This design comes from an exercise in tuning for small area, a short achievable clock period and few clock cycles per item on the open sky130 flow, not from production work. At most, simulation tests tie the RTL to the original design; equivalence was not proved. No functional check of the RTL was part of run 1. No activity file was given, so power comes from the tool's default toggle rates.

==> flow/design.v <==
module pfde_seq (
    input  wire        clk,
    input  wire        rst,           
    input  wire        cmd_valid,
    output wire        cmd_ready,
    input  wire [15:0] cmd_count,     
    input  wire        in_valid,
    output reg         in_ready,
    input  wire [7:0]  in_data,
    output reg         out_valid,
    input  wire        out_ready,
    output reg  [31:0] out_id,
    output reg         done,          
    output wire        err,
    output wire [3:0]  err_code,
    output reg  [19:0] consumed
);
    localparam [2:0] S_IDLE = 3'd0,
                     S_BV0  = 3'd1,    
                     S_BV1  = 3'd2,    
                     S_BV2  = 3'd3,    
                     S_HDR  = 3'd4,    
                     S_FOR  = 3'd5,    
                     S_CON  = 3'd6,    
                     S_FIN  = 3'd7;    
    reg  [2:0]  state;
    reg  [15:0] rem;        
    reg  [7:0]  bl;         
    reg         lastblk;    
    reg  [5:0]  bw;         
    reg         wide;       
    reg         st2;        
    reg  [31:0] q;          
    reg  [5:0]  bcnt;       
    reg         pv;         
    reg  [15:0] pe;         
    reg         phi;        
    reg         pfin;       
    reg         bv3;        
    reg         ec3, ec2, ec1;    
    assign err_code = {ec3, ec2, ec1, ec3};
    assign err      = ec1;
    function [15:0] rev16(input [15:0] x);
        integer i;
        for (i = 0; i < 16; i = i + 1) rev16[i] = x[15 - i];
    endfunction
    function [7:0] rev8(input [7:0] x);
        integer i;
        for (i = 0; i < 8; i = i + 1) rev8[i] = x[7 - i];
    endfunction
    function [15:0] tmask(input [4:0] k);
        integer i;
        for (i = 0; i < 16; i = i + 1) tmask[i] = (k > i);
    endfunction
    wire out_free = !out_valid || out_ready;
    wire s2_go  = pv && (phi || out_free);
    wire p_free = !pv || s2_go;
    wire [4:0] klo  = wide ? 5'd16 : bw[4:0];             
    wire [4:0] khi  = bw[5] ? 5'd16 : {1'b0, bw[3:0]};    
    wire [4:0] kcur = st2 ? khi : klo;
    wire [15:0] mlo = tmask(klo);
    wire [15:0] mhi = wide ? tmask(khi) : 16'd0;
    wire more1 = (bl[7:1] != 7'd0);                       
    wire more2 = (bl[7:2] != 6'd0) || (bl[1] && bl[0]);   
    wire more3 = (bl[7:2] > 6'd1);                        
    wire rem_big = (rem[15:8] != 8'd0) || (rem[7] && (rem[6:0] != 7'd0));
    wire is_for = (state == S_FOR);
    wire is_con = (state == S_CON);
    wire have_lo = (bcnt >= {1'b0, klo});
    wire have_hi = (bcnt >= {1'b0, khi});
    wire have    = st2 ? have_hi : have_lo;
    wire [6:0] b1 = {1'b0, bw};
    wire [6:0] b2 = {bw, 1'b0};
    wire [6:0] thr   = (wide && more2) ? 7'd127 :
                       ((more1 ? b2 : b1) - (st2 ? 7'd16 : 7'd0));
    wire [6:0] thr_s = (!wide)        ? (more2 ? b2 : b1) :
                       (!st2)         ? (more2 ? 7'd127 : ((more1 ? b2 : b1) - 7'd16)) :
                                        (more3 ? 7'd127 : (more2 ? b2 : b1));
    wire con_full = (bcnt >= bw);
    wire con_full8 = ({1'b0, bcnt} + 7'd8 >= b1);
    wire con_run  = bcnt[5];
    wire con_pad  = is_con && !in_ready && !con_run;   
    wire step   = is_for && have && p_free;
    wire fin    = !wide || st2;                           
    wire cemit  = is_con && con_run && !pv && out_free;
    wire id_end = (step && fin) || cemit;
    assign cmd_ready = (state == S_IDLE);
    wire byte_in = in_valid && in_ready;
    wire [46:0] qx  = {q[30:0], 16'd0};
    wire [30:0] sh4 = bcnt[4] ? qx[46:16] : qx[30:0];
    wire [22:0] sh3 = bcnt[3] ? sh4[30:8] : sh4[22:0];
    wire [18:0] sh2 = bcnt[2] ? sh3[22:4] : sh3[18:0];
    wire [16:0] sh1 = bcnt[1] ? sh2[18:2] : sh2[16:0];
    wire [15:0] sh0 = bcnt[0] ? sh1[16:1] : sh1[15:0];
    wire [15:0] ext = rev16(sh0) & (st2 ? mhi : mlo);
    wire        sel_con = !pv;
    wire [31:0] addend  = sel_con ? {rev16(q[15:0]), rev16(q[31:16])} :
                          phi     ? {pe, 16'd0} : {16'd0, pe};
    wire        add_ci  = sel_con || !phi;
    wire [31:0] ag0 = out_id & addend;
    wire [31:0] ap0 = out_id ^ addend;
    wire [31:0] ag [0:5];
    wire [31:0] ap [0:5];
    assign ag[0] = {ag0[31:1], ag0[0] | (ap0[0] & add_ci)};
    assign ap[0] = ap0;
    genvar lv, bt;
    generate
        for (lv = 0; lv < 5; lv = lv + 1) begin : g_lv
            for (bt = 0; bt < 32; bt = bt + 1) begin : g_bt
                if (((bt >> lv) & 1) == 1) begin : g_op
                    localparam integer J = ((bt >> lv) << lv) - 1;
                    assign ag[lv+1][bt] = ag[lv][bt] | (ap[lv][bt] & ag[lv][J]);
                    assign ap[lv+1][bt] = ap[lv][bt] & ap[lv][J];
                end else begin : g_pass
                    assign ag[lv+1][bt] = ag[lv][bt];
                    assign ap[lv+1][bt] = ap[lv][bt];
                end
            end
        end
    endgenerate
    wire [31:0] sum = ap0 ^ {ag[5][30:0], add_ci};
    wire [5:0] bc_8   = bcnt + 6'd8;
    wire [5:0] bc_k   = bcnt - {1'b0, kcur};
    wire [5:0] bc_8k  = bc_8 - {1'b0, kcur};
    wire [5:0] bcnt_n = step ? (byte_in ? bc_8k : bc_k) :
                        ((byte_in || con_pad) ? bc_8 : bcnt);
    wire [6:0] thr_n  = step ? thr_s : thr;
    wire ir_for = (bcnt_n <= 6'd23) && ({1'b0, bcnt_n} < thr_n);
    wire [7:0] cmask = (con_full8 && (bw[2:0] != 3'd0)) ? ~(8'hFF << bw[2:0]) : 8'hFF;
    wire [7:0] qin   = is_con ? (in_data & cmask) : in_data;
    wire [5:0] hdr_b    = in_data[5:0];
    wire [1:0] hdr_type = in_data[7:6];
    always @(posedge clk) begin
        if (rst) begin
            state     <= S_IDLE;
            in_ready  <= 1'b0;
            out_valid <= 1'b0;
            pv        <= 1'b0;
            done      <= 1'b0;
        end else begin
            done <= 1'b0;
            if (out_valid && out_ready)
                out_valid <= 1'b0;
            if (byte_in)
                consumed <= consumed + 20'd1;
            if (s2_go || cemit) begin
                out_id <= sum;
                if (s2_go ? pfin : 1'b1)
                    out_valid <= 1'b1;
            end
            if (step) begin
                pv   <= 1'b1;
                pe   <= ext;
                phi  <= st2;
                pfin <= fin;
            end else if (s2_go)
                pv <= 1'b0;
            case (state)
            S_IDLE: begin
                in_ready <= cmd_valid && (cmd_count != 16'd0);
                if (cmd_valid) begin
                    consumed <= 20'd0;
                    ec3 <= 1'b0;
                    ec2 <= 1'b0;
                    ec1 <= 1'b0;
                    rem <= cmd_count - 16'd1;
                    state <= (cmd_count == 16'd0) ? S_FIN : S_BV0;
                end
            end
            S_BV0: begin
                if (byte_in) begin
                    bv3 <= in_data[6];
                    if (in_data[7:5] == 3'b111) begin
                        ec1      <= 1'b1;     
                        in_ready <= 1'b0;
                        state    <= S_FIN;
                    end else if (!in_data[7]) begin
                        out_id    <= {25'd0, in_data[6:0]};
                        out_valid <= 1'b1;
                        in_ready  <= (rem != 16'd0);
                        state     <= (rem == 16'd0) ? S_FIN : S_HDR;
                    end else if (!in_data[6]) begin
                        out_id <= {18'd0, in_data[5:0], 8'd0};
                        state  <= S_BV1;
                    end else begin
                        out_id <= {11'd0, in_data[4:0], 16'd0};
                        state  <= S_BV1;
                    end
                end
            end
            S_BV1: begin
                if (byte_in) begin
                    out_id[7:0] <= in_data;
                    if (!bv3) begin
                        out_valid <= 1'b1;
                        in_ready  <= (rem != 16'd0);
                        state     <= (rem == 16'd0) ? S_FIN : S_HDR;
                    end else
                        state <= S_BV2;
                end
            end
            S_BV2: begin
                if (byte_in) begin
                    out_id[15:8] <= in_data;
                    out_valid    <= 1'b1;
                    in_ready     <= (rem != 16'd0);
                    state        <= (rem == 16'd0) ? S_FIN : S_HDR;
                end
            end
            S_HDR: begin
                if (byte_in) begin
                    bw   <= hdr_b;
                    wide <= (hdr_b > 6'd16);
                    st2  <= 1'b0;
                    bcnt <= 6'd0;
                    lastblk <= !rem_big;
                    if (rem_big) begin
                        bl  <= 8'd128;
                        rem <= {rem[15:7] - 9'd1, rem[6:0]};
                    end else
                        bl  <= rem[7:0];
                    in_ready <= (hdr_type == 2'd0 || hdr_type == 2'd3) &&
                                (hdr_b <= 6'd32) && (hdr_b != 6'd0);
                    if (hdr_b > 6'd32) begin
                        ec2   <= 1'b1;     
                        ec1   <= 1'b1;
                        state <= S_FIN;
                    end else if (hdr_type == 2'd3 && hdr_b != 6'd0)
                        state <= S_CON;
                    else if (hdr_type == 2'd0 || hdr_type == 2'd3)
                        state <= S_FOR;      
                    else begin
                        ec3   <= 1'b1;     
                        ec1   <= 1'b1;
                        state <= S_FIN;
                    end
                end
            end
            S_FOR, S_CON: begin
                if (byte_in || con_pad)
                    q <= {q[23:0], byte_in ? rev8(qin) : 8'd0};
                bcnt <= bcnt_n;
                if (step && wide)
                    st2 <= !st2;
                in_ready <= is_for ? ir_for : (byte_in ? !con_full8 : !con_full);
                if (id_end) begin
                    bl <= bl - 8'd1;
                    if (!more1) begin
                        in_ready <= !lastblk;
                        state    <= lastblk ? S_FIN : S_HDR;
                    end
                end
            end
            default: begin  
                in_ready <= 1'b0;
                if (!pv && out_free) begin
                    done  <= 1'b1;
                    state <= S_IDLE;
                end
            end
            endcase
        end
    end
endmodule
==> flow/run.sh <==
#!/bin/bash
# synth_recipe.tcl (not shown) runs the flow's synth.tcl, then flattens the netlist and writes it again
# the make line also repeats each setting of config.mk as NAME=value (left out here)
make -C /OpenROAD-flow-scripts/flow DESIGN_CONFIG=/design/flow/config.mk WORK_HOME=/design/flow/orfs CLKGATE_MAP_FILE= SYNTH_SCRIPT=/design/flow/synth_recipe.tcl finish
==> flow/config.mk <==
export PLATFORM = sky130hd
export DESIGN_NAME = pfde_seq
export DESIGN_NICKNAME = pfde_seq
export VERILOG_FILES = /design/flow/design.v
export SDC_FILE = /design/flow/constraint.sdc
export NUM_CORES = 4
export LEC_CHECK = 0
export CAP_MARGIN = 20
export CORE_MARGIN = 2
export CORE_UTILIZATION = 40
export SETUP_SLACK_MARGIN = 3.0
export SLEW_MARGIN = 20
==> flow/constraint.sdc <==
create_clock -name core_clock -period 5.5 [get_ports {clk}]
set_input_delay 1.1000 -clock core_clock [delete_from_list [all_inputs] [get_ports {clk}]]
set_output_delay 1.1000 -clock core_clock [all_outputs]
set_load 0.01 [all_outputs]
==> flow_summary.toml, run 1 <==
[outcome]
status = "no timing/DRC/antenna violations"

[floorplanning]
boundaryPins = 90
design.die.area_um2 = 30700
die_x_um = 175
placeableCoreArea_um2 = 28800
core.rowCount = 62
start_util = 0.407
die_h_um = 175

[worst_setup_path]
r2r-end = "out_id[11]"
r2r_slack_ns = 1.98
cp_slowest_cell = "edfxtp_1"
r2r_cells = 13
required_ns = 5.70
worstSetupPathType = "flop to flop"
worst-path-max-fanout = 4
endpoint_kind = "flop"
cp.arrival_ns = 3.72
reg2reg_from = "phi"
path_cells = "and2_4 -> inv_2 -> fa_2 -> fa_2 -> a211oi_4 -> o21ai_2 -> buf_4 -> and2_4 -> o41a_1 -> a21oi_2 -> xor2_1 -> nor3_1 -> a221o_1"
max_stage_delay_ns = 0.54
start_kind = "flop"

[routing]
met1_length_mm = 16.7
vias_per_cell = 5.90
avgRoutedWirePerCell_um = 20.7
drc = 0
first_iter_violations = 1023
highest_layer = "met4"
drtAntennaViolNets = 0
via_count = 11600
routed_wl_mm = 40.7
wl_met2_mm = 19.7
first_pass_iters = 6
wl_met3_mm = 2.71

[cells_and_area]
layout.cells.non_filler = 1963
n_antenna_cell = 0
final_nets = 1669
drive_gt1_frac = 0.310
fin_util = 0.577
synthToLayoutAreaGrowth_pct = 41.7
fill_cells = 2424

[power]
power_frac_seq = 0.342
intPower_uw = 2940
p_sw_uw = 1710
combPwrFrac = 0.390
p_clk_frac = 0.268
pwr_density_cell_nw_per_um2 = 280
max-vdd-ir-drop_v = 0.000204
swShare = 0.367
p_leak_uw = 0.00654

[synthesis]
synth_simple_gate_area_frac = 0.200
synth-edff-count = 145
yosys-top-cells-count = "nand2_1 (170), edfxtp_1 (145), nor2_1 (128)"
syn-num-nets = 1440
post-synth-top-count-cell = "nand2_1"
synthTopCellsByArea = "edfxtp_1 (37%), ha_1 (7.2%), nand2_1 (5.4%)"
netlist_area_um2 = 11700
synth_xor_area_frac = 0.0478
synth_top_family_by_area = "simple AND/OR/NAND/NOR gates"
ys_seq_elements = 152
async_reset_ff_frac = 0
synth-main-ff-cell = "edfxtp_1"
synth_cell_types = 76
yosysWarnings = 1
synthAdderAreaFrac = 0.0835
synth-seq-area-share = 0.383
netlist.area_leader.share = 0.371
synth_cells = 1337
yosys-mux-area-fraction = 0.0501
syn_avg_cell_area_um2 = 8.77
synth_compound_area_frac = 0.187
yosysTopAreaCell = "edfxtp_1"

[place]
dpl.hpwl_mm = 26.1
gp_congestion = 0.918
dpl.cell_count = 1751
dpl_worst_slack_ns = 1.07
numPortBuffers = 89

[global_route]
grt_pass1_vias = 10900
gr-total-overflow = 0
grt_max_degree = 34
antenna_found_initial = 0
grt_pass1_wl_mm = 60.9
grt.total_usage = 0.254

[clocking]
tritoncts = "built"
h-tree-depth = 4
cts_buffers = 17
clock-sinks = 152
insertion_delay_ns = 0.45
clockBufferDepth = 2
root_buffer = "clkbuf_16"
clk_pin_slew_ns = 0.08

[timing]
finalHoldViolCount = 0
max_freq_ghz = 0.284
setup_viol = 0
fin_crit_ns = 3.52
relSlewSlack = 0.523
fin_crit_sh = 0.639
rsz0062_at_grt = "yes"
skew_ns = 0.0228
layout_setup_ws_ns = 1.98
timing.hold.ws_ns = 0.485
tns_ns = 0
maxSlewViolCount = 0
worstMarginPinSlew_ns = 0.716

[worst_hold_path]
hold_class = "flop to flop"
holdPathEnd = "q[26]"
whs_path_depth = 0
worstHoldStart = "q[18]"

[run]
maxCapViolCount = 0
-- critical path, delay by kind of cell (launching register included) --
family | cells | cell delay, ns
buffers and inverters | 2 | 0.19
and+or+nand+nor | 3 | 0.46
adders and majority gates | 2 | 0.73
xor gates and xnor gates | 1 | 0.17
DFF | 1 | 0.54
AOI/OAI and AO/OA | 5 | 1.19
-- power by group through the flow --
| stage | registers, uW | logic (uW) | clock network [uW] |
|---|---|---|---|
| after floorplan | 1600 | 908 | 0 |
| after global placement | 1620 | 1320 | 0 |
| after detailed placement | 1630 | 1330 | 0 |
| after CTS | 1580 | 1580 | 1250 |
| after global routing | 1610 | 1960 | 1300 |
| final | 1590 | 1810 | 1250 |
-- per-stage QoR --
| step | power (uW) | instance area [um2] |
|---|---|---|
| 3_3_place_gp | 2950 | 13200 |
| 6_report | 4650 | 16600 |
| 5_1_grt | 4860 | 16600 |
| 3_5_place_dp | 2960 | 13200 |
| 2_1_floorplan | 2500 | 12100 |
| 4_1_cts | 4410 | 15400 |
-- cell type report --
| type | count | area (um2) | area share |
|---|---|---|---|
| multi-input cells | 1043 | 8040 | 0.484 |
| flip-flops and latches | 152 | 4500 | 0.271 |
| repair buffers | 281 | 2660 | 0.160 |
| well taps | 384 | 480 | 0.0289 |
| clock buffers | 17 | 425 | 0.0256 |
| inverters | 71 | 304 | 0.0183 |
| clock inverters | 15 | 203 | 0.0122 |
-- metal layers --
| layer | vias to the layer above | GRT usage |
|---|---|---|
| li1 | 5375 | - |
| met1 | 5559 | 0.332 |
| met2 | 549 | 0.425 |
| met3 | 102 | 0.0326 |
| met4 | 0 | 0.103 |
| met5 | - | 0 |
-- worst max path at each step --
stage	end	slack (ns)	depth (start not counted)	from
finish	out_id[11]	1.98	13	phi
global route	in_ready	1.82	17	bw[5]
CTS	in_ready	2.15	16	wide
detailed placement	in_ready	1.07	15	bcnt[0]
global placement	in_ready	1.17	14	out_ready
floorplan	out_id[17]	2.10	17	pv
-- flip-flops by register name, indices dropped and copies added, names as in the netlist, 3 cells and up --
register and count:
q 32, out_id 32, bcnt 6, bl 8, consumed 20, state 3
rem 16, pe 16, bw 6
-- cells by family after synthesis --
kind of cell / after synthesis
xor+xnor: 64
flops: 152
simple gates: 494
compound gates: 355
buf+inv: 145
mux: 53
fa+ha+maj: 74
-- placed cells by master (no fill, tap or decap), types with 10 or more instances in the layout --
| cell | instances |
|---|---|
| inv_1 | 60 |
| nand4_1 | 10 |
| a21o_1 | 20 |
| edfxtp_1 | 145 |
| a21oi_2 | 31 |
| buf_4 | 144 |
| clkdlybuf4s50_1 | 30 |
| nor2_1 | 111 |
| ha_4 | 12 |
| o21ai_2 | 21 |
| o22ai_1 | 11 |
| nand3_1 | 38 |
| xnor2_1 | 28 |
| a21oi_1 | 58 |
| nand2_1 | 157 |
| clkbuf_16 | 19 |
| ha_1 | 51 |
| nor3_1 | 15 |
| o21ai_0 | 52 |
| mux2i_1 | 35 |
| nor2_2 | 10 |
| dlymetal6s2s_1 | 15 |
| dlygate4sd2_1 | 31 |
| buf_12 | 11 |
| xor2_1 | 29 |
| nand2b_1 | 12 |
| o21ai_1 | 38 |
| a31oi_1 | 16 |
| buf_6 | 37 |
-- repair_timing --
item                                    CTS  global route
buffers inserted                        135            39
resized for setup                       254           188
cloned                                    3             3
hold buffers                              0             0
endpoints found under the setup margin  225           127
pin swaps                                75            99
==> run 2: changes to the inputs <==
--- a/flow/design.v
+++ b/flow/design.v
@@ -33,7 +33,8 @@
     reg  [31:0] q;          
     reg  [5:0]  bcnt;       
     reg         pv;         
-    reg  [15:0] pe;         
+    reg  [31:0] pe;         
+    reg         have;       
     reg         phi;        
     reg         pfin;       
     reg         bv3;        
@@ -66,9 +67,6 @@
     wire rem_big = (rem[15:8] != 8'd0) || (rem[7] && (rem[6:0] != 7'd0));
     wire is_for = (state == S_FOR);
     wire is_con = (state == S_CON);
-    wire have_lo = (bcnt >= {1'b0, klo});
-    wire have_hi = (bcnt >= {1'b0, khi});
-    wire have    = st2 ? have_hi : have_lo;
     wire [6:0] b1 = {1'b0, bw};
     wire [6:0] b2 = {bw, 1'b0};
     wire [6:0] thr   = (wide && more2) ? 7'd127 :
@@ -82,7 +80,7 @@
     wire con_pad  = is_con && !in_ready && !con_run;   
     wire step   = is_for && have && p_free;
     wire fin    = !wide || st2;                           
-    wire cemit  = is_con && con_run && !pv && out_free;
+    wire cemit  = is_con && con_run && p_free;
     wire id_end = (step && fin) || cemit;
     assign cmd_ready = (state == S_IDLE);
     wire byte_in = in_valid && in_ready;
@@ -93,10 +91,8 @@
     wire [16:0] sh1 = bcnt[1] ? sh2[18:2] : sh2[16:0];
     wire [15:0] sh0 = bcnt[0] ? sh1[16:1] : sh1[15:0];
     wire [15:0] ext = rev16(sh0) & (st2 ? mhi : mlo);
-    wire        sel_con = !pv;
-    wire [31:0] addend  = sel_con ? {rev16(q[15:0]), rev16(q[31:16])} :
-                          phi     ? {pe, 16'd0} : {16'd0, pe};
-    wire        add_ci  = sel_con || !phi;
+    wire [31:0] addend  = pe;
+    wire        add_ci  = !phi;
     wire [31:0] ag0 = out_id & addend;
     wire [31:0] ap0 = out_id ^ addend;
     wire [31:0] ag [0:5];
@@ -126,6 +122,9 @@
                         ((byte_in || con_pad) ? bc_8 : bcnt);
     wire [6:0] thr_n  = step ? thr_s : thr;
     wire ir_for = (bcnt_n <= 6'd23) && ({1'b0, bcnt_n} < thr_n);
+    wire st2_n  = (step && wide) ? !st2 : st2;
+    wire [4:0] kcur_n = st2_n ? khi : klo;
+    wire have_n = (bcnt_n >= {1'b0, kcur_n});
     wire [7:0] cmask = (con_full8 && (bw[2:0] != 3'd0)) ? ~(8'hFF << bw[2:0]) : 8'hFF;
     wire [7:0] qin   = is_con ? (in_data & cmask) : in_data;
     wire [5:0] hdr_b    = in_data[5:0];
@@ -143,16 +142,17 @@
                 out_valid <= 1'b0;
             if (byte_in)
                 consumed <= consumed + 20'd1;
-            if (s2_go || cemit) begin
+            if (s2_go) begin
                 out_id <= sum;
-                if (s2_go ? pfin : 1'b1)
+                if (pfin)
                     out_valid <= 1'b1;
             end
-            if (step) begin
+            if (step || cemit) begin
                 pv   <= 1'b1;
-                pe   <= ext;
-                phi  <= st2;
-                pfin <= fin;
+                pe   <= is_con ? {rev16(q[15:0]), rev16(q[31:16])} :
+                        st2    ? {ext, 16'd0} : {16'd0, ext};
+                phi  <= is_for && st2;
+                pfin <= is_con || fin;
             end else if (s2_go)
                 pv <= 1'b0;
             case (state)
@@ -210,6 +210,7 @@
             S_HDR: begin
                 if (byte_in) begin
                     bw   <= hdr_b;
+                    have <= (hdr_b == 6'd0);
                     wide <= (hdr_b > 6'd16);
                     st2  <= 1'b0;
                     bcnt <= 6'd0;
@@ -240,8 +241,8 @@
                 if (byte_in || con_pad)
                     q <= {q[23:0], byte_in ? rev8(qin) : 8'd0};
                 bcnt <= bcnt_n;
-                if (step && wide)
-                    st2 <= !st2;
+                st2  <= st2_n;
+                have <= have_n;
                 in_ready <= is_for ? ir_for : (byte_in ? !con_full8 : !con_full);
                 if (id_end) begin
                     bl <= bl - 8'd1;
--- a/flow/config.mk
+++ b/flow/config.mk
@@ -8,5 +8,5 @@
 export CAP_MARGIN = 20
 export CORE_MARGIN = 2
 export CORE_UTILIZATION = 40
-export SETUP_SLACK_MARGIN = 3.0
+export SETUP_SLACK_MARGIN = 2.5
 export SLEW_MARGIN = 20
==> run 2 against run 1 <==
Via count decreased by 10%. Clock skew decreased by 0.011 ns. Global-route usage decreased by 2.7 points. Setup slack better by 0.14 ns. Register-to-register slack improved by 0.14 ns. Sequential share of layout area grew 7.0 points. Die area rose by 1.5%. Clock-buffer cell count increased by 2. Clock power is essentially flat. Critical endpoint is now out_id[16]. Largest power group is now registers.
==> flow_summary.toml, run 2 <==
[routing]
drc = 0
met1_length_mm = 15.3
highest_layer = "met4"
first_iter_violations = 993
wl_met2_mm = 16.5
first_pass_iters = 7
vias_per_cell = 5.82
avgRoutedWirePerCell_um = 19.7
via_count = 10400
wl_met3_mm = 2.47
drtAntennaViolNets = 0
routed_wl_mm = 35.3

[clocking]
clockBufferDepth = 2
insertion_delay_ns = 0.43
cts_buffers = 17
root_buffer = "clkbuf_16"
cts_hold_buf = 0
clk_pin_slew_ns = 0.07
h-tree-depth = 4
tritoncts = "built"
clock-sinks = 169

[synthesis]
synth-edff-count = 162
ys_seq_elements = 169
post-synth-top-count-cell = "edfxtp_1"
synth-seq-area-share = 0.421
netlist_area_um2 = 11900
yosysTopAreaCell = "edfxtp_1"
synth_cells = 1266
synthTopCellsByArea = "edfxtp_1 (41%), ha_1 (6.6%), nand2_1 (4.5%)"
async_reset_ff_frac = 0
syn_avg_cell_area_um2 = 9.40
yosys-top-cells-count = "edfxtp_1 (162), nand2_1 (142), nor2_1 (130)"
synth_cell_types = 85
synth-main-ff-cell = "edfxtp_1"
syn-num-nets = 1365
netlist.area_leader.share = 0.409
yosysWarnings = 1

[place]
gp_congestion = 0.912
dpl.hpwl_mm = 24.9
dpl.cell_count = 1696
numPortBuffers = 89
dpl_worst_slack_ns = 1.06

[worst_setup_path]
required_ns = 5.77
cp.arrival_ns = 3.65
cp_slowest_cell = "fa_2"
start_kind = "flop"
worstSetupPathType = "flop to flop"
crit_family = "compound AO/OA/AOI/OAI gates"
max_stage_delay_ns = 0.47
cp_num_buf_inv = 4
r2r_slack_ns = 2.12
path_cells = "inv_2 -> fa_2 -> inv_2 -> fa_2 -> nor2b_4 -> o31a_1 -> o41ai_4 -> buf_4 -> o21ai_4 -> buf_4 -> a31oi_4 -> fa_2 -> o21ai_2 -> a21oi_1 -> o21ai_1"
worst-path-max-fanout = 3
critPathMostFrequentCell = "fa_2"
endpoint_kind = "flop"

[timing]
rsz0062_at_grt = "yes"
maxSlewViolCount = 0
tns_ns = 0
fin_crit_sh = 0.614
max_freq_ghz = 0.296
relSlewSlack = 0.317
fin_crit_ns = 3.38
layout_setup_ws_ns = 2.12
setup_viol = 0
skew_ns = 0.0117
finalHoldViolCount = 0
worstMarginPinSlew_ns = 1.02

[cells_and_area]
n_antenna_cell = 0
synthToLayoutAreaGrowth_pct = 23.4
drive_gt1_frac = 0.173
regArea_um2 = 5010
multi_input_area_um2 = 6970
final_nets = 1483
fill_cells = 2763
layout_commonest_cell = "edfxtp_1"
layout_common_cells = "edfxtp_1 (162), nand2_1 (138), nor2_1 (124), a21oi_1 (88), clkdlybuf4s50_1 (75)"
layout.cells.non_filler = 1786
reg.largest.list = "out_id: 32 flops, pe: 32 flops, q: 32 flops"

[power]
max-vdd-ir-drop_v = 0.000215
p_leak_uw = 0.00544
power_uw = 4410
pwr_density_cell_nw_per_um2 = 300

[global_route]
grt_pass1_wl_mm = 55.0
gr-total-overflow = 0
grt.total_usage = 0.227
antenna_found_initial = 0
grt_pass1_vias = 9948
grt_max_degree = 54

[floorplanning]
core.rowCount = 63
start_util = 0.404
die_h_um = 176
boundaryPins = 90
design.die.area_um2 = 31100
placeableCoreArea_um2 = 29500
die_x_um = 176

[outcome]
status = "no timing/DRC/antenna violations"

[worst_hold_path]
hold_class = "flop to flop"

[run]
maxCapViolCount = 0
## run 2: changes by cell type in the layout (fill, tap and decap cells not counted), sizes merged, moves of 19 or more
cell	change
mux2i	-19
clkdlybuf4s50	+45
nand2	-28
buf	-122
dlygate4sd2	-25
inv	-28
a22o	+34
## run 2: worst paths after layout
path,from,cells past startpoint,to
worst max-delay path,phi,15,out_id[16]
worst min-delay path,q[19],0,q[27]
worst max register to register,phi,15,out_id[16]
worst min register to register,q[19],0,q[27]
## run 2: per-layer routing
layer	up-vias	global-route usage
met3	63	0.0441
met4	0	0.0888
li1	4910	-
met2	412	0.356
met1	5006	0.308
met5	-	0
## run 2: power by group
group / internal, uW / switching [uW]
clock network: 711 / 521
logic: 644 / 774
registers: 1600 / 164
total: 2950 / 1460
## run 2: kinds of logic after synthesis
family / Yosys count / synth area share
multiplexers: 37 / 0.0362
buffers and inverters: 112 / 0.0378
adder cells (fa/ha/maj): 71 / 0.0788
AND/OR/NAND/NOR: 451 / 0.182
AO/OA/AOI/OAI: 360 / 0.196
XOR/XNOR: 66 / 0.0486
flip-flops: 169 / 0.421
## run 2: stage by stage
step	util	hold slack (ns)	area, um2
finish	0.498	0.486	14700
global placement	0.450	0.464	13300
CTS	0.488	0.481	14400
floorplan	-	0.444	12100
detailed placement	0.450	0.465	13300
global route	0.498	0.499	14700
## run 2: area by class of cell
type / count / share of cell area
clock buffer: 19 / 0.0295
clock inverter: 12 / 0.0103
inverter: 44 / 0.0118
multi-input combinational: 986 / 0.474
sequential: 169 / 0.341
tap: 390 / 0.0332
timing repair buffer: 166 / 0.0997
## run 2: worst register-to-register path, cell delays in order (launching register included)
cell      delay [ns]
edfxtp_1        0.38
inv_2           0.06
fa_2            0.39
inv_2           0.07
fa_2            0.23
nor2b_4         0.04
o31a_1          0.34
o41ai_4         0.20
buf_4           0.18
o21ai_4         0.07
buf_4           0.17
a31oi_4         0.18
fa_2            0.47
o21ai_2         0.18
a21oi_1         0.09
o21ai_1         0.18
## run 2: repair_timing
action / in CTS / in global routing
endpoints found under the hold margin: 0 / 0
pin swaps: 46 / 40
buffers inserted: 37 / 21
gates cloned: 1 / 0
gates resized for setup: 84 / 53
endpoints found under the setup margin: 72 / 58
Testbench counts of run 2, summed over its fixed seeds: cycles 120,400, items 81,405.
==> run 3: changes to the inputs <==
--- a/flow/config.mk
+++ b/flow/config.mk
@@ -8,5 +8,6 @@
 export CAP_MARGIN = 20
 export CORE_MARGIN = 2
 export CORE_UTILIZATION = 40
-export SETUP_SLACK_MARGIN = 2.5
+export CTS_BUF_LIST = sky130_fd_sc_hd__clkbuf_8
+export SETUP_SLACK_MARGIN = 2.0
 export SLEW_MARGIN = 20
==> run 3 against run 2 <==
Sequential cell count unchanged. Sequential share of layout area up 1.7 points. Via count down 2.2%. Largest cell class unchanged. Synthesized area unchanged. Hold slack better by 0.0051 ns. Global-route usage down 0.60 points. Clock-buffer cell count down 2. Setup slack worse by 0.078 ns. Clock power down 26%. Die area unchanged.
==> flow_summary.toml, run 3 <==
[outcome]
status = "no timing/DRC/antenna violations"

[cells_and_area]
reg.largest.list = "out_id: 32 flops, pe: 32 flops, q: 32 flops"
layout_common_cells = "edfxtp_1 (162), nand2_1 (139), nor2_1 (127), a21oi_1 (100), o21ai_0 (88)"
synthToLayoutAreaGrowth_pct = 17.5
drive_gt1_frac = 0.111
final_nets = 1455
fin_area_um2 = 14000
layout_commonest_cell = "edfxtp_1"

[floorplanning]
design.die.area_um2 = 31100
die_h_um = 176
die_x_um = 176
start_util = 0.404
boundaryPins = 90
core.rowCount = 63
placeableCoreArea_um2 = 29500

[worst_setup_path]
endpoint_kind = "flop"
cp.arrival_ns = 3.84
start_kind = "input pin"
required_ns = 5.88
worstSetupPathType = "input pin to flop"
worst-path-max-fanout = 10

[synthesis]
yosys-mux-area-fraction = 0.0362
yosysWarnings = 1
syn-num-nets = 1365
yosysTopAreaCell = "edfxtp_1"
synthTopCellsByArea = "edfxtp_1 (41%), ha_1 (6.6%), nand2_1 (4.5%)"
synth-main-ff-cell = "edfxtp_1"
synth-seq-area-share = 0.421
synth_top_family_by_area = "compound AO/OA/AOI/OAI gates"
synth-edff-count = 162
synth_cells = 1266
synth_compound_area_frac = 0.196
synth_xor_area_frac = 0.0486
synthAdderAreaFrac = 0.0788
ys_seq_elements = 169
async_reset_ff_frac = 0
netlist.area_leader.share = 0.409
yosys-top-cells-count = "edfxtp_1 (162), nand2_1 (142), nor2_1 (130)"
netlist_area_um2 = 11900
syn_avg_cell_area_um2 = 9.40
post-synth-top-count-cell = "edfxtp_1"
synth_cell_types = 85
synth_simple_gate_area_frac = 0.182

[clocking]
clockBufferDepth = 2
clk_pin_slew_ns = 0.10
insertion_delay_ns = 0.49
root_buffer = "clkbuf_8"
cts_hold_buf = 0
tritoncts = "built"
clock-sinks = 169
cts_buffers = 17
h-tree-depth = 4

[routing]
first_pass_iters = 5
avgRoutedWirePerCell_um = 19.4
drc = 0
first_iter_violations = 852
routed_wl_mm = 34.2
drtAntennaViolNets = 0
vias_per_cell = 5.77
via_count = 10200

[global_route]
grt_pass1_wl_mm = 53.6
grt.total_usage = 0.221
antenna_found_initial = 0
grt_max_degree = 54
gr-total-overflow = 0
grt_pass1_vias = 9693

[power]
power_frac_seq = 0.433
pwr_density_cell_nw_per_um2 = 284
max-vdd-ir-drop_v = 0.000138
p_leak_uw = 0.00517
swShare = 0.357
combPwrFrac = 0.338
p_clk_frac = 0.229
p_sw_uw = 1420
intPower_uw = 2560

[timing]
skew_ns = 0.0216
tns_ns = 0
setup_viol = 0
worstMarginPinSlew_ns = 1.02
maxSlewViolCount = 0
fin_crit_sh = 0.628
relSlewSlack = 0.317
rsz0062_at_grt = "yes"
finalHoldViolCount = 0
fin_crit_ns = 3.45
max_freq_ghz = 0.289

[place]
place_area_um2 = 13200
dpl.hpwl_mm = 24.7
gp_congestion = 0.918
numPortBuffers = 89

[worst_hold_path]
hold_class = "flop to flop"

[run]
maxCapViolCount = 0
==> run 3: cell counts after synthesis <==
No cell type changed its count.
==> run 3: layout make-up <==
type | count | area (um2)
timing repair buffer | 139 | 1290
inverter | 44 | 170
tap | 390 | 488
antenna | 1 | 2.50
fill | 2803 | 15500
clock buffer | 17 | 234
sequential | 169 | 5010
multi-input combinational | 985 | 6640
clock inverter | 15 | 158
==> run 3: critical path: stages <==
cell	delay, ns
dlygate4sd2_1	0.24
nand2b_4	0.16
nor2_4	0.13
and2_4	0.18
nor2_4	0.06
buf_6	0.14
o21ai_2	0.15
nor2_1	0.07
a311oi_2	0.28
o22ai_1	0.14
ha_1	0.33
a211oi_1	0.23
a31oi_1	0.11
o21ai_1	0.17
a221oi_2	0.08
o32ai_1	0.24
==> run 3: power by group through the flow <==
stage / clock network, uW / registers, uW / logic [uW]
floorplan: 0 / 1740 / 841
detailed placement: 0 / 1750 / 1290
global route: 967 / 1740 / 1490
CTS: 925 / 1720 / 1320
global placement: 0 / 1750 / 1280
finish: 910 / 1720 / 1340
==> run 3: final timing paths <==
| check | startpoint | depth (start not counted) | slack, ns | to |
|---|---|---|---|---|
| setup reg to reg | out_id[0] | 14 | 2.13 | out_id[31] |
| hold reg to reg | q[18] | 0 | 0.49 | q[26] |
| setup / recovery | out_ready | 16 | 2.05 | in_ready |
| hold / removal | q[18] | 0 | 0.49 | q[26] |
==> run 3: what timing repair did <==
action	in CTS	in global routing
buffers inserted	15	14
pin swaps	14	9
setup endpoints to repair	9	16
gates resized for setup	25	26
==> run 3: cells by family (layout without fill, tap and decap cells) <==
logic type,count (synthesis),in the layout
simple gates,451,451
buf+inv,112,215
flops,169,169
compound gates,360,360
fa+ha+maj,71,71
mux,37,37
other cells,0,1
xor+xnor,66,66
==> run 3: metal layers <==
metal,global-route usage,vias to the layer above,wire (um)
met5,0,-,0
met4,0.0771,0,997
met3,0.0353,53,1960
met2,0.351,335,15700
met1,0.305,4933,15600
li1,-,4838,-
==> run 3: per-stage QoR <==
step | instances | util | total power (uW) | hold slack, ns | setup WS (ns)
floorplan | 1266 | - | 2580 | 0.444 | 1.86
global placement | 1698 | 0.448 | 3020 | 0.462 | 0.962
detailed placement | 1698 | 0.448 | 3040 | 0.464 | 0.913
CTS | 1745 | 0.468 | 3960 | 0.494 | 1.99
global route | 1759 | 0.474 | 4200 | 0.500 | 1.92
finish | 1760 | 0.474 | 3980 | 0.491 | 2.05
==> run 4: changes to the inputs <==
--- a/flow/config.mk
+++ b/flow/config.mk
@@ -8,6 +8,5 @@
 export CAP_MARGIN = 20
 export CORE_MARGIN = 2
 export CORE_UTILIZATION = 40
-export CTS_BUF_LIST = sky130_fd_sc_hd__clkbuf_8
 export SETUP_SLACK_MARGIN = 2.0
 export SLEW_MARGIN = 20
==> run 4 against run 3 <==
Design area rose by 1.2%. Core utilization rose by 0.59 points. Clock skew fell by 0.010 ns. Global-route usage barely moved. Combinational power barely moved. Wire length barely moved. Sequential power barely moved. Register-to-register slack got worse by 0.03 ns. Clock power rose by 33%. Maximum frequency barely moved. Non-clock buffer count fell by 2.
==> flow_summary.toml, run 4 <==
[clocking]
clock-sinks = 169
cts_hold_buf = 0
tritoncts = "built"
clk_pin_slew_ns = 0.07
h-tree-depth = 4
insertion_delay_ns = 0.45
cts_buffers = 17
root_buffer = "clkbuf_16"
clockBufferDepth = 2

[place]
dpl.cell_count = 1698
numPortBuffers = 89
dpl.hpwl_mm = 24.7
gp_congestion = 0.918

[worst_setup_path]
r2r_slack_ns = 2.10
r2r-end = "in_ready"
reg2reg_from = "bl[3]"
endpoint_kind = "flop"
r2r_cells = 15
start_kind = "input pin"
required_ns = 5.79
worstSetupPathType = "input pin to flop"
cp.arrival_ns = 3.74
worst-path-max-fanout = 10

[floorplanning]
die_h_um = 176
placeableCoreArea_um2 = 29500
core.rowCount = 63
die_x_um = 176
start_util = 0.404
boundaryPins = 90
design.die.area_um2 = 31100

[synthesis]
yosysTopAreaCell = "edfxtp_1"
netlist_area_um2 = 11900
synth-edff-count = 162
post-synth-top-count-cell = "edfxtp_1"
yosys-top-cells-count = "edfxtp_1 (162), nand2_1 (142), nor2_1 (130)"
netlist.area_leader.share = 0.409
ys_seq_elements = 169
async_reset_ff_frac = 0
synthTopCellsByArea = "edfxtp_1 (41%), ha_1 (6.6%), nand2_1 (4.5%)"
synth-seq-area-share = 0.421
synth_cells = 1266
yosysWarnings = 1
synth_cell_types = 85
syn_avg_cell_area_um2 = 9.40
syn-num-nets = 1365
synth-main-ff-cell = "edfxtp_1"

[power]
intPower_uw = 2830
power_frac_seq = 0.402
max-vdd-ir-drop_v = 0.000228
p_sw_uw = 1460
p_leak_uw = 0.00523
swShare = 0.341
p_clk_frac = 0.283
pwr_density_cell_nw_per_um2 = 303
combPwrFrac = 0.315

[global_route]
grt.total_usage = 0.221
gr-total-overflow = 0
antenna_found_initial = 0
grt_max_degree = 54
grt_pass1_wl_mm = 54.0
grt_pass1_vias = 9678

[worst_hold_path]
holdPathEnd = "q[26]"
worstHoldStart = "q[18]"
whs_path_depth = 0
hold_class = "flop to flop"

[routing]
first_iter_violations = 907
highest_layer = "met4"
routed_wl_mm = 34.3
drtAntennaViolNets = 0
met1_length_mm = 15.7
first_pass_iters = 5
avgRoutedWirePerCell_um = 19.5
vias_per_cell = 5.76
wl_met3_mm = 1.87
drc = 0
via_count = 10100
wl_met2_mm = 16.1

[timing]
skew_ns = 0.0116
setup_viol = 0
fin_crit_sh = 0.628
maxSlewViolCount = 0
timing.hold.ws_ns = 0.489
max_freq_ghz = 0.290
relSlewSlack = 0.335
fin_crit_ns = 3.45
worstMarginPinSlew_ns = 0.994
tns_ns = 0
finalHoldViolCount = 0
rsz0062_at_grt = "yes"

[cells_and_area]
fin_util = 0.480
fill_cells = 2780
synthToLayoutAreaGrowth_pct = 19.0
n_antenna_cell = 0
layout_common_cells = "edfxtp_1 (162), nand2_1 (139), nor2_1 (127), a21oi_1 (98), clkdlybuf4s50_1 (86)"
reg.largest.list = "out_id: 32 flops, pe: 32 flops, q: 32 flops"
layout.cells.non_filler = 1757
final_nets = 1453
layout_commonest_cell = "edfxtp_1"
drive_gt1_frac = 0.110

[outcome]
status = "no timing/DRC/antenna violations"

[run]
maxCapViolCount = 0
==> run 4: cell counts after synthesis <==
Identical to the previous run, type by type.
==> run 4: worst max path at each step <==
stage / from / endpoint / slack [ns] / depth (start not counted)
2_1_floorplan: out_ready / have / 1.86 / 16
3_3_place_gp: out_ready / have / 0.96 / 16
3_5_place_dp: out_ready / have / 0.91 / 16
4_1_cts: bw[0] / have / 1.97 / 12
5_1_grt: out_ready / in_ready / 1.91 / 17
6_report: out_ready / in_ready / 2.05 / 17
==> run 4: metal layers <==
metal,global-route usage,up-vias
met4,0.0699,0
met3,0.0282,43
met2,0.357,306
li1,-,4853
met5,0,-
met1,0.309,4926
==> run 4: power groups by stage <==
stage / Sequential (uW) / Clock [uW] / Combinational, uW
after detailed placement: 1750 / 0 / 1290
after floorplan: 1740 / 0 / 841
after CTS: 1720 / 1230 / 1320
after global routing: 1750 / 1270 / 1490
after global placement: 1750 / 0 / 1280
final: 1720 / 1210 / 1350
==> run 4: layout make-up <==
| class | count | area [um2] | area share |
|---|---|---|---|
| multi-input cells | 985 | 6640 | 0.469 |
| clock inverters | 15 | 158 | 0.0111 |
| repair buffers | 137 | 1270 | 0.0897 |
| well taps | 390 | 488 | 0.0345 |
| inverters | 44 | 170 | 0.0120 |
| flip-flops and latches | 169 | 5010 | 0.354 |
| clock buffers | 17 | 425 | 0.0300 |
==> run 4: cell families after synthesis <==
family / after synthesis / share of synthesized area
DFF: 169 / 0.421
muxes: 37 / 0.0362
and+or+nand+nor: 451 / 0.182
xor gates and xnor gates: 66 / 0.0486
buffers and inverters: 112 / 0.0378
adders and majority gates: 71 / 0.0788
AOI/OAI and AO/OA: 360 / 0.196
==> run 4: what timing repair did <==
item                       in CTS  in global routing
buffers inserted               17                 10
pin swaps                      17                 14
setup endpoints to repair      10                 35
resized for setup              27                 26
==> run 4: metrics by stage <==
stage / setup slack, ns / area [um2] / total power [uW]
after floorplan: 1.86 / 11900 / 2580
after global placement: 0.962 / 13200 / 3020
after detailed placement: 0.913 / 13200 / 3040
after CTS: 1.97 / 14000 / 4270
after global routing: 1.91 / 14200 / 4510
final: 2.05 / 14200 / 4290
==> run 4: worst max-delay path, cell delays in order <==
cell and delay (ns):
dlygate4sd2_1 0.24, nand2b_4 0.16, nor2_4 0.13, and2_4 0.18, nor2_4 0.05, buf_6 0.14, o21ai_2 0.14, nor2_1 0.07
a311oi_2 0.28, o22ai_1 0.13, ha_1 0.32, o21a_1 0.12, o21ai_1 0.06, a31oi_1 0.15, o21ai_1 0.10, a221oi_2 0.24
o32ai_1 0.11
==> run 5: changes to the inputs <==
==> flow/flow/run.sh (new file) <==
#!/bin/bash
# The standard layout (the standard.sh, standard synthesis included), with
# the port buffers that global placement inserts made of the smallest buffer
# cell instead of the default clkdlybuf4s50_1. Every port still gets its own
# buffer; nothing else changes. ORFS's step logs stay under orfs/logs/.
set -euo pipefail
export BUFFER_PORTS_ARGS="-buffer_cell sky130_fd_sc_hd__buf_1"
bash standard.sh > standard.log 2>&1
==> flow/standard.sh (new file) <==
#!/bin/bash
# synth_recipe.tcl (not shown) runs the flow's synth.tcl, then flattens the netlist and writes it again
# the make line also repeats each setting of config.mk as NAME=value (left out here)
make -C /OpenROAD-flow-scripts/flow DESIGN_CONFIG=/design/flow/config.mk WORK_HOME=/design/flow/orfs CLKGATE_MAP_FILE= SYNTH_SCRIPT=/design/flow/synth_recipe.tcl "${@:-finish}"
--- a/flow/config.mk
+++ b/flow/config.mk
@@ -8,5 +8,6 @@
 export CAP_MARGIN = 20
 export CORE_MARGIN = 2
 export CORE_UTILIZATION = 40
-export SETUP_SLACK_MARGIN = 2.0
+export CTS_BUF_LIST = sky130_fd_sc_hd__clkbuf_8
+export SETUP_SLACK_MARGIN = 2.4
 export SLEW_MARGIN = 20
removed: flow/run.sh
==> run 5 against run 4 <==
Synthesized cell count is the same. Sequential share of layout area increased by 1.3 points. Power fell by 7.4%. Sequential cell count unchanged. Synthesized area unchanged. Maximum frequency grew 3.5%. Combinational power down 5%.
==> flow_summary.toml, run 5 <==
[floorplanning]
die_x_um = 176
design.die.area_um2 = 31100
start_util = 0.404
placeableCoreArea_um2 = 29500
core.rowCount = 63
boundaryPins = 90
die_h_um = 176

[synthesis]
post-synth-top-count-cell = "edfxtp_1"
synth-seq-area-share = 0.421
synth-main-ff-cell = "edfxtp_1"
ys_seq_elements = 169
yosys-top-cells-count = "edfxtp_1 (162), nand2_1 (142), nor2_1 (130)"
synth-edff-count = 162
synth_top_family_by_area = "compound AO/OA/AOI/OAI gates"
synth_simple_gate_area_frac = 0.182
yosys-mux-area-fraction = 0.0362
synth_compound_area_frac = 0.196
synth_cells = 1266
syn-num-nets = 1365
synthAdderAreaFrac = 0.0788
synth_xor_area_frac = 0.0486
syn_avg_cell_area_um2 = 9.40
synthTopCellsByArea = "edfxtp_1 (41%), ha_1 (6.6%), nand2_1 (4.5%)"
netlist.area_leader.share = 0.409
synth_cell_types = 85
yosysTopAreaCell = "edfxtp_1"
yosysWarnings = 1
netlist_area_um2 = 11900
async_reset_ff_frac = 0

[global_route]
grt.busiest_layer = "met2"
antenna_found_initial = 0
met3_usage = 0.0347
grt_pass1_vias = 9526
grt.total_usage = 0.220
gr-total-overflow = 0
grt_max_degree = 54
grt_pass1_wl_mm = 53.5
use_met2 = 0.348
use_met1 = 0.307

[cells_and_area]
fin_util = 0.464
n_antenna_cell = 0
layout_common_cells = "edfxtp_1 (162), nand2_1 (141), nor2_1 (127), a21oi_1 (90), buf_1 (89)"
fill_cells = 2832
layout_commonest_cell = "edfxtp_1"
reg.largest.list = "out_id: 32 flops, pe: 32 flops, q: 32 flops"
synthToLayoutAreaGrowth_pct = 14.9
drive_gt1_frac = 0.137
final_nets = 1461
fin_area_um2 = 13700
layout.cells.non_filler = 1765
multi_input_area_um2 = 6800
regArea_um2 = 5010

[worst_hold_path]
hold_class = "flop to flop"

[clocking]
clk_pin_slew_ns = 0.10
insertion_delay_ns = 0.48
cts_buffers = 17
tritoncts = "built"
h-tree-depth = 4
root_buffer = "clkbuf_8"
clock-sinks = 169
cts_hold_buf = 0
clockBufferDepth = 2

[place]
dpl.hpwl_mm = 24.1
dpl_worst_slack_ns = 1.50
numPortBuffers = 89
gp_congestion = 0.858
place_area_um2 = 12700
dpl.cell_count = 1691

[outcome]
status = "no timing/DRC/antenna violations"

[run]
maxCapViolCount = 0

[worst_setup_path]
worst-path-max-fanout = 4
worstSetupPathType = "flop to flop"
required_ns = 5.73
start_kind = "flop"
max_stage_delay_ns = 0.44
cp.arrival_ns = 3.57
path_cells = "fa_2 -> inv_2 -> fa_2 -> nor2b_4 -> o31a_1 -> o41ai_4 -> buf_4 -> buf_4 -> o21a_1 -> o21ai_2 -> xnor2_1 -> nor2_1 -> a21oi_2 -> mux2_4 -> o22ai_1"
cp_num_buf_inv = 3
endpoint_kind = "flop"
cp_slowest_cell = "edfxtp_1"
crit_family = "compound AO/OA/AOI/OAI gates"

[timing]
relSlewSlack = 0.297
layout_setup_ws_ns = 2.16
finalHoldViolCount = 0
skew_ns = 0.0212
setup_viol = 0
max_freq_ghz = 0.300
maxSlewViolCount = 0
rsz0062_at_grt = "yes"
tns_ns = 0
fin_crit_ns = 3.34
fin_crit_sh = 0.607
worstMarginPinSlew_ns = 1.05

[power]
max-vdd-ir-drop_v = 0.000127
p_leak_uw = 0.00498
pwr_density_cell_nw_per_um2 = 290

[routing]
routed_wl_mm = 34.2
vias_per_cell = 5.79
first_pass_iters = 6
drc = 0
avgRoutedWirePerCell_um = 19.4
drtAntennaViolNets = 0
first_iter_violations = 854
via_count = 10200
run 5: cell counts after synthesis:
No cell type changed its count.
run 5: cell type report:
class                   count  share of cell area
multi-input cells         985               0.497
flip-flops and latches    169               0.367
repair buffers            145              0.0584
well taps                 390              0.0357
clock buffers              17              0.0171
inverters                  44              0.0127
clock inverters            15              0.0119
run 5: metal layers:
| layer | wire [um] | vias to the layer above | share of wire |
|---|---|---|---|
| met5 | 0 | - | 0 |
| met4 | 994 | 0 | 0.029 |
| met3 | 2120 | 58 | 0.062 |
| met2 | 15700 | 348 | 0.46 |
| met1 | 15300 | 4948 | 0.45 |
| li1 | - | 4859 | - |
run 5: metrics by stage:
stage / hold WS, ns / total power (uW)
floorplan: 0.444 / 2600
global placement: 0.466 / 2910
detailed placement: 0.473 / 2920
CTS: 0.490 / 3940
global route: 0.500 / 4190
finish: 0.490 / 3970
run 5: timing repair:
item,in CTS,in global routing
resized for setup,53,31
pin swaps,30,22
setup buffers,32,10
endpoints found under the setup margin,34,57
cloned,0,0
run 5: final timing paths:
| kind | start | endpoint | slack [ns] | depth (start not counted) |
|---|---|---|---|---|
| worst min-delay path | q[20] | q[28] | 0.49 | 0 |
| worst max register to register | out_id[0] | out_id[20] | 2.16 | 15 |
| worst max-delay path | out_id[0] | out_id[20] | 2.16 | 15 |
| worst min register to register | q[20] | q[28] | 0.49 | 0 |
run 5: cell families after synthesis:
group	Yosys count
AND/OR/NAND/NOR	451
AO/OA/AOI/OAI	360
flip-flops	169
buffers and inverters	112
adder cells (fa/ha/maj)	71
XOR/XNOR	66
multiplexers	37
run 5: worst reg2reg max path, delay by kind of cell, from the launching register on:
kind | cells | cell delay (ns)
simple gates | 2 | 0.11
fa+ha+maj | 2 | 0.63
xor+xnor | 1 | 0.17
mux | 1 | 0.19
flops | 1 | 0.44
compound gates | 6 | 1.18
buf+inv | 3 | 0.38
run 5: report_power, final:
| part | switching [uW] | internal (uW) | total, uW |
|---|---|---|---|
| logic | 765 | 517 | 1280 |
| registers | 155 | 1590 | 1750 |
| clock network | 527 | 412 | 939 |
| total | 1450 | 2520 | 3970 |
==> run 6: changes to the inputs <==
--- a/flow/design.v
+++ b/flow/design.v
@@ -36,6 +36,8 @@
     reg  [31:0] pe;         
     reg         have;       
     reg         phi;        
+    reg         pz;         
+    reg         pcin;       
     reg         pfin;       
     reg         bv3;        
     reg         ec3, ec2, ec1;    
@@ -92,9 +94,10 @@
     wire [15:0] sh0 = bcnt[0] ? sh1[16:1] : sh1[15:0];
     wire [15:0] ext = rev16(sh0) & (st2 ? mhi : mlo);
     wire [31:0] addend  = pe;
-    wire        add_ci  = !phi;
-    wire [31:0] ag0 = out_id & addend;
-    wire [31:0] ap0 = out_id ^ addend;
+    wire        add_ci  = pcin;
+    wire [31:0] acc     = pz ? 32'd0 : out_id;
+    wire [31:0] ag0 = acc & addend;
+    wire [31:0] ap0 = acc ^ addend;
     wire [31:0] ag [0:5];
     wire [31:0] ap [0:5];
     assign ag[0] = {ag0[31:1], ag0[0] | (ap0[0] & add_ci)};
@@ -118,13 +121,17 @@
     wire [5:0] bc_8   = bcnt + 6'd8;
     wire [5:0] bc_k   = bcnt - {1'b0, kcur};
     wire [5:0] bc_8k  = bc_8 - {1'b0, kcur};
-    wire [5:0] bcnt_n = step ? (byte_in ? bc_8k : bc_k) :
-                        ((byte_in || con_pad) ? bc_8 : bcnt);
-    wire [6:0] thr_n  = step ? thr_s : thr;
-    wire ir_for = (bcnt_n <= 6'd23) && ({1'b0, bcnt_n} < thr_n);
+    wire [5:0] bcnt_ns = (byte_in || con_pad) ? bc_8 : bcnt;
+    wire [5:0] bcnt_s  = byte_in ? bc_8k : bc_k;
+    wire [5:0] bcnt_n  = step ? bcnt_s : bcnt_ns;
+    wire ir_ns = (bcnt_ns <= 6'd23) && ({1'b0, bcnt_ns} < thr);
+    wire ir_s  = (bcnt_s  <= 6'd23) && ({1'b0, bcnt_s}  < thr_s);
+    wire ir_for = step ? ir_s : ir_ns;
     wire st2_n  = (step && wide) ? !st2 : st2;
-    wire [4:0] kcur_n = st2_n ? khi : klo;
-    wire have_n = (bcnt_n >= {1'b0, kcur_n});
+    wire [4:0] kcur_s = (wide && !st2) ? khi : klo;
+    wire have_ns = (bcnt_ns >= {1'b0, kcur});
+    wire have_s  = (bcnt_s  >= {1'b0, kcur_s});
+    wire have_n  = step ? have_s : have_ns;
     wire [7:0] cmask = (con_full8 && (bw[2:0] != 3'd0)) ? ~(8'hFF << bw[2:0]) : 8'hFF;
     wire [7:0] qin   = is_con ? (in_data & cmask) : in_data;
     wire [5:0] hdr_b    = in_data[5:0];
@@ -152,6 +159,8 @@
                 pe   <= is_con ? {rev16(q[15:0]), rev16(q[31:16])} :
                         st2    ? {ext, 16'd0} : {16'd0, ext};
                 phi  <= is_for && st2;
+                pz   <= 1'b0;
+                pcin <= !(is_for && st2);
                 pfin <= is_con || fin;
             end else if (s2_go)
                 pv <= 1'b0;
@@ -175,24 +184,28 @@
                         in_ready <= 1'b0;
                         state    <= S_FIN;
                     end else if (!in_data[7]) begin
-                        out_id    <= {25'd0, in_data[6:0]};
-                        out_valid <= 1'b1;
-                        in_ready  <= (rem != 16'd0);
-                        state     <= (rem == 16'd0) ? S_FIN : S_HDR;
+                        pe       <= {25'd0, in_data[6:0]};
+                        pv       <= 1'b1;
+                        in_ready <= (rem != 16'd0);
+                        state    <= (rem == 16'd0) ? S_FIN : S_HDR;
                     end else if (!in_data[6]) begin
-                        out_id <= {18'd0, in_data[5:0], 8'd0};
+                        pe     <= {18'd0, in_data[5:0], 8'd0};
                         state  <= S_BV1;
                     end else begin
-                        out_id <= {11'd0, in_data[4:0], 16'd0};
+                        pe     <= {11'd0, in_data[4:0], 16'd0};
                         state  <= S_BV1;
                     end
+                    phi  <= 1'b0;
+                    pz   <= 1'b1;
+                    pcin <= 1'b0;
+                    pfin <= 1'b1;
                 end
             end
             S_BV1: begin
                 if (byte_in) begin
-                    out_id[7:0] <= in_data;
+                    pe[7:0] <= in_data;
                     if (!bv3) begin
-                        out_valid <= 1'b1;
+                        pv        <= 1'b1;
                         in_ready  <= (rem != 16'd0);
                         state     <= (rem == 16'd0) ? S_FIN : S_HDR;
                     end else
@@ -201,8 +214,8 @@
             end
             S_BV2: begin
                 if (byte_in) begin
-                    out_id[15:8] <= in_data;
-                    out_valid    <= 1'b1;
+                    pe[15:8]     <= in_data;
+                    pv           <= 1'b1;
                     in_ready     <= (rem != 16'd0);
                     state        <= (rem == 16'd0) ? S_FIN : S_HDR;
                 end
--- a/flow/config.mk
+++ b/flow/config.mk
@@ -9,5 +9,5 @@
 export CORE_MARGIN = 2
 export CORE_UTILIZATION = 40
 export CTS_BUF_LIST = sky130_fd_sc_hd__clkbuf_8
-export SETUP_SLACK_MARGIN = 2.4
+export SETUP_SLACK_MARGIN = 2.0
 export SLEW_MARGIN = 20
==> run 6 against run 5 <==
Sequential share of layout area rose by 1.3 points. Final cell count fell by 2.5%. Critical path depth fell by 1. Largest power group unchanged. Highest routed layer unchanged.
==> flow_summary.toml, run 6 <==
[floorplanning]
start_util = 0.403
design.die.area_um2 = 32000
boundaryPins = 90
placeableCoreArea_um2 = 30300
die_x_um = 179
die_h_um = 179
core.rowCount = 64

[synthesis]
async_reset_ff_frac = 0
syn-num-nets = 1362
yosysTopAreaCell = "edfxtp_1"
post-synth-top-count-cell = "edfxtp_1"
syn_avg_cell_area_um2 = 9.71
synth_cells = 1259
synth-edff-count = 164
synth_cell_types = 75
ys_seq_elements = 171
yosys-top-cells-count = "edfxtp_1 (164), nand2_1 (113), nor2_1 (110)"
synthTopCellsByArea = "edfxtp_1 (40%), ha_1 (6.9%), o21ai_0 (3.8%)"
yosysWarnings = 1
netlist.area_leader.share = 0.403
netlist_area_um2 = 12200
synth-seq-area-share = 0.414
synth-main-ff-cell = "edfxtp_1"

[power]
max-vdd-ir-drop_v = 0.000147
p_sw_uw = 1460
intPower_uw = 2440
combPwrFrac = 0.307
power_uw = 3890
p_clk_frac = 0.233
pwr_density_cell_nw_per_um2 = 292
p_leak_uw = 0.00479
power_frac_seq = 0.460
swShare = 0.374

[cells_and_area]
synthToLayoutAreaGrowth_pct = 9.08
fill_cells = 2953
fin_util = 0.439
final_nets = 1414
layout.cells.non_filler = 1720
n_antenna_cell = 0
drive_gt1_frac = 0.0770
regArea_um2 = 5070
layout_commonest_cell = "edfxtp_1"
multi_input_area_um2 = 6740
layout_common_cells = "edfxtp_1 (164), nand2_1 (113), nor2_1 (110), o21ai_0 (92), buf_1 (90)"
reg.largest.list = "out_id: 32 flops, pe: 32 flops, q: 32 flops"

[routing]
first_iter_violations = 1273
avgRoutedWirePerCell_um = 20.0
drc = 0
first_pass_iters = 7
vias_per_cell = 5.98
routed_wl_mm = 34.4
via_count = 10300
drtAntennaViolNets = 0

[global_route]
antenna_found_initial = 0
grt_max_degree = 60
grt.total_usage = 0.218
grt_pass1_vias = 9745
gr-total-overflow = 0
grt_pass1_wl_mm = 53.8

[timing]
fin_crit_ns = 3.34
setup_viol = 0
fin_crit_sh = 0.607
skew_ns = 0.0160
max_freq_ghz = 0.300
relSlewSlack = 0.258
maxSlewViolCount = 0
tns_ns = 0
finalHoldViolCount = 0
rsz0062_at_grt = "yes"
worstMarginPinSlew_ns = 1.11

[place]
gp_congestion = 0.943
dpl.cell_count = 1687
numPortBuffers = 89
dpl.hpwl_mm = 25.2

[worst_setup_path]
cp.arrival_ns = 3.74
worst-path-max-fanout = 9
endpoint_kind = "flop"
start_kind = "flop"
required_ns = 5.91
worstSetupPathType = "flop to flop"
max_stage_delay_ns = 0.51
cp_slowest_cell = "edfxtp_1"
path_cells = "nor4_4 -> nand3_4 -> mux2i_2 -> ha_1 -> ha_1 -> and2_1 -> ha_1 -> and4_1 -> o21ai_0 -> o21ai_0 -> and3_1 -> o41ai_1 -> nand2_1 -> o211ai_1"
critPathMostFrequentCell = "ha_1"

[clocking]
clk_pin_slew_ns = 0.11
tritoncts = "built"
root_buffer = "clkbuf_8"
clock-sinks = 171
clockBufferDepth = 2
insertion_delay_ns = 0.48
h-tree-depth = 4
cts_buffers = 17

[worst_hold_path]
hold_class = "flop to flop"

[outcome]
status = "no timing/DRC/antenna violations"

[run]
maxCapViolCount = 0
## run 6: changes by cell type in the layout (fill, tap and decap cells not counted), sizes merged, moves of 8 or more
cell,delta
nor2,-22
nand2,-29
o2bb2ai,+8
a22o,-37
a221oi,+26
mux4,+10
nor2b,+13
a21oi,-27
o21ai,-13
buf,-37
## run 6: cell type report
class	instances	area share
multi-input cells	970	0.506
flip-flops and latches	171	0.380
well taps	396	0.0372
repair buffers	108	0.0357
clock buffers	17	0.0175
inverters	43	0.0121
clock inverters	15	0.0118
## run 6: power by group through the flow
stage               combinational (uW)  clock (uW)  sequential [uW]
floorplan                          910           0             1770
global placement                  1160           0             1820
detailed placement                1180           0             1820
CTS                               1190         918             1790
global route                      1340         966             1810
finish                            1200         907             1790
## run 6: final timing paths
path	slack (ns)	start	end	cells past startpoint
max	2.16	bl[3]	in_ready	14
min reg2reg	0.52	pv	done	1
min	0.52	pv	done	1
max reg2reg	2.16	bl[3]	in_ready	14
## run 6: routing by layer
layer / global-route usage / vias to the layer above / part of all wire
met5: 0 / - / 0
met4: 0.0962 / 0 / 0.039
met3: 0.0452 / 79 / 0.071
met2: 0.342 / 459 / 0.46
met1: 0.289 / 4927 / 0.43
li1: - / 4829 / -
## run 6: logic make-up (layout without fill, tap and decap cells)
kind of cell,after synthesis,after routing,share of synthesized area
and+or+nand+nor,426,426,0.171
AOI/OAI and AO/OA,340,340,0.181
DFF,171,171,0.414
buffers and inverters,118,183,0.0402
xor gates and xnor gates,78,78,0.0559
adders and majority gates,77,77,0.0825
muxes,49,49,0.0555
## run 6: worst max-delay path, delay by kind of cell, from the launching register on
family / cells / cell delay [ns]
AO/OA/AOI/OAI: 4 / 0.47
adder cells (fa/ha/maj): 3 / 0.79
flip-flops: 1 / 0.51
multiplexers: 1 / 0.23
AND/OR/NAND/NOR: 6 / 1.25
## run 6: what timing repair did
| item | in CTS | in global routing |
|---|---|---|
| resized for setup | 2 | 11 |
| buffers inserted | 1 | 0 |
| hold buffers | 0 | 0 |
| setup endpoints to repair | 3 | 16 |
## run 6: stage by stage
| stage | hold slack (ns) | area [um2] | setup WS, ns |
|---|---|---|---|
| detailed placement | 0.516 | 12900 | 1.43 |
| finish | 0.522 | 13300 | 2.16 |
| floorplan | 0.450 | 12200 | 2.01 |
| global route | 0.561 | 13300 | 1.88 |
| CTS | 0.531 | 13300 | 1.92 |
| global placement | 0.498 | 12900 | 1.54 |
Testbench counts of run 6, summed over its fixed seeds: cycles 120,404, items 81,405.
==> run 7: changes to the inputs <==
--- a/flow/config.mk
+++ b/flow/config.mk
@@ -9,5 +9,5 @@
 export CORE_MARGIN = 2
 export CORE_UTILIZATION = 40
 export CTS_BUF_LIST = sky130_fd_sc_hd__clkbuf_8
-export SETUP_SLACK_MARGIN = 2.0
+export SETUP_SLACK_MARGIN = 2.7
 export SLEW_MARGIN = 20
==> run 7 against run 6 <==
Die area did not move. Design area rose by 9.4%. Register-to-register slack improved by 0.34 ns. Still clean on timing, DRC and antenna. Global-route usage rose by 0.59 points. Sequential power barely moved. Sequential share of layout area fell by 3.3 points. Via count rose by 2.6%. Power rose by 4.4%. Non-clock buffer count rose by 46. Synthesized area did not move. Clock skew barely moved. Highest routed layer unchanged.
==> flow_summary.toml, run 7 <==
[clocking]
clk_pin_slew_ns = 0.10
root_buffer = "clkbuf_8"
insertion_delay_ns = 0.48
tritoncts = "built"
clock-sinks = 171
clockBufferDepth = 2
h-tree-depth = 4

[routing]
drtAntennaViolNets = 0
routed_wl_mm = 36.3
first_pass_iters = 5
via_count = 10600

[place]
numPortBuffers = 89
gp_congestion = 0.941
dpl.hpwl_mm = 25.1
place_area_um2 = 13000

[worst_setup_path]
start_kind = "input pin"
required_ns = 5.91
worst-path-max-fanout = 5
cp.arrival_ns = 3.40
worstSetupPathType = "input pin to flop"
max_stage_delay_ns = 0.35
endpoint_kind = "flop"

[timing]
tns_ns = 0
setup_viol = 0
rsz0062_at_grt = "yes"
max_freq_ghz = 0.334
skew_ns = 0.0160
finalHoldViolCount = 0
worstMarginPinSlew_ns = 0.918
maxSlewViolCount = 0
relSlewSlack = 0.382

[cells_and_area]
n_antenna_cell = 0
reg.largest.list = "out_id: 32 flops, pe: 32 flops, q: 32 flops"
final_nets = 1461
regArea_um2 = 5070
multi_input_area_um2 = 7540
layout_commonest_cell = "edfxtp_1"
fin_area_um2 = 14600
fill_cells = 2766
synthToLayoutAreaGrowth_pct = 19.3
drive_gt1_frac = 0.191

[floorplanning]
core.rowCount = 64
die_h_um = 179
start_util = 0.403
design.die.area_um2 = 32000
boundaryPins = 90
die_x_um = 179
placeableCoreArea_um2 = 30300

[global_route]
grt_pass1_wl_mm = 55.0
antenna_found_initial = 0
grt_max_degree = 48
grt_pass1_vias = 9685
gr-total-overflow = 0

[power]
max-vdd-ir-drop_v = 0.000264
pwr_density_cell_nw_per_um2 = 279
power_uw = 4070
p_leak_uw = 0.00526

[synthesis]
syn-num-nets = 1362
yosys-top-cells-count = "edfxtp_1 (164), nand2_1 (113), nor2_1 (110)"
synth_cells = 1259
post-synth-top-count-cell = "edfxtp_1"
yosysTopAreaCell = "edfxtp_1"
netlist_area_um2 = 12200
synthTopCellsByArea = "edfxtp_1 (40%), ha_1 (6.9%), o21ai_0 (3.8%)"
netlist.area_leader.share = 0.403
ys_seq_elements = 171
async_reset_ff_frac = 0
synth_cell_types = 75

[worst_hold_path]
hold_class = "flop to flop"

[outcome]
status = "no timing/DRC/antenna violations"

[run]
maxCapViolCount = 0
## run 7: cell counts after synthesis
No cell type changed its count.
## run 7: worst max-delay path, delay by kind of cell
kind	cells	cell delay (ns)
adders and majority gates	1	0.30
and+or+nand+nor	4	0.50
AOI/OAI and AO/OA	3	0.49
xor gates and xnor gates	3	0.77
buffers and inverters	2	0.23
## run 7: path summary, 6_finish.rpt
path,from,to,slack [ns],cells past startpoint
hold reg to reg,pv,out_valid,0.55,2
setup / recovery,in_valid,in_ready,2.51,13
setup reg to reg,pz,out_id[16],2.51,11
hold / removal,pv,out_valid,0.55,2
## run 7: cell type report
class / count / area share
well taps: 396 / 0.0340
clock inverters: 14 / 0.00849
multi-input cells: 971 / 0.517
inverters: 43 / 0.0116
clock buffers: 17 / 0.0160
repair buffers: 154 / 0.0651
flip-flops and latches: 171 / 0.347
## run 7: layer usage
metal / wire length (um) / share of wire / global-route usage / vias up
met4: 1330 / 0.037 / 0.0888 / 0
met2: 16700 / 0.46 / 0.349 / 433
li1: - / - / - / 4930
met1: 15900 / 0.44 / 0.310 / 5128
met5: 0 / 0 / 0 / -
met3: 2360 / 0.065 / 0.0352 / 72
## run 7: kinds of logic (layout without fill, tap and decap cells)
kind of cell / Yosys count / after routing / share of synthesized area
DFF: 171 / 171 / 0.414
and+or+nand+nor: 426 / 427 / 0.171
muxes: 49 / 49 / 0.0555
adders and majority gates: 77 / 77 / 0.0825
buffers and inverters: 118 / 228 / 0.0402
xor gates and xnor gates: 78 / 78 / 0.0559
AOI/OAI and AO/OA: 340 / 340 / 0.181
## run 7: through the flow
step	utilization	cells	setup WS, ns	hold slack [ns]
after global placement	0.429	1684	1.89	0.518
after detailed placement	0.429	1684	1.85	0.524
after floorplan	-	1259	2.39	0.450
after global routing	0.481	1766	2.34	0.572
final	0.481	1766	2.51	0.548
after CTS	0.459	1747	2.57	0.551
## run 7: power by group
group	switching, uW	total (uW)	internal, uW	leakage [uW]
combinational	830	1390	564	0.00348
sequential	150	1800	1650	0.00160
clock	517	875	359	0.000181
total	1500	4070	2570	0.00526
## run 7: timing repair
| item | 4_1_cts | 5_1_grt |
|---|---|---|
| pin swaps | 23 | 38 |
| setup buffers | 30 | 17 |
| cloned | 2 | 2 |
| setup endpoints to repair | 54 | 122 |
| gates resized for setup | 66 | 95 |

Re-timed with assumed drivers on the ports (clkbuf_16 on the clock, buf_2 on other inputs), run 7 has 2.513 ns of setup slack against 2.506 ns with ideal ports, and 2.011 ns once port delays also move by the mid clock arrival of 0.522 ns.
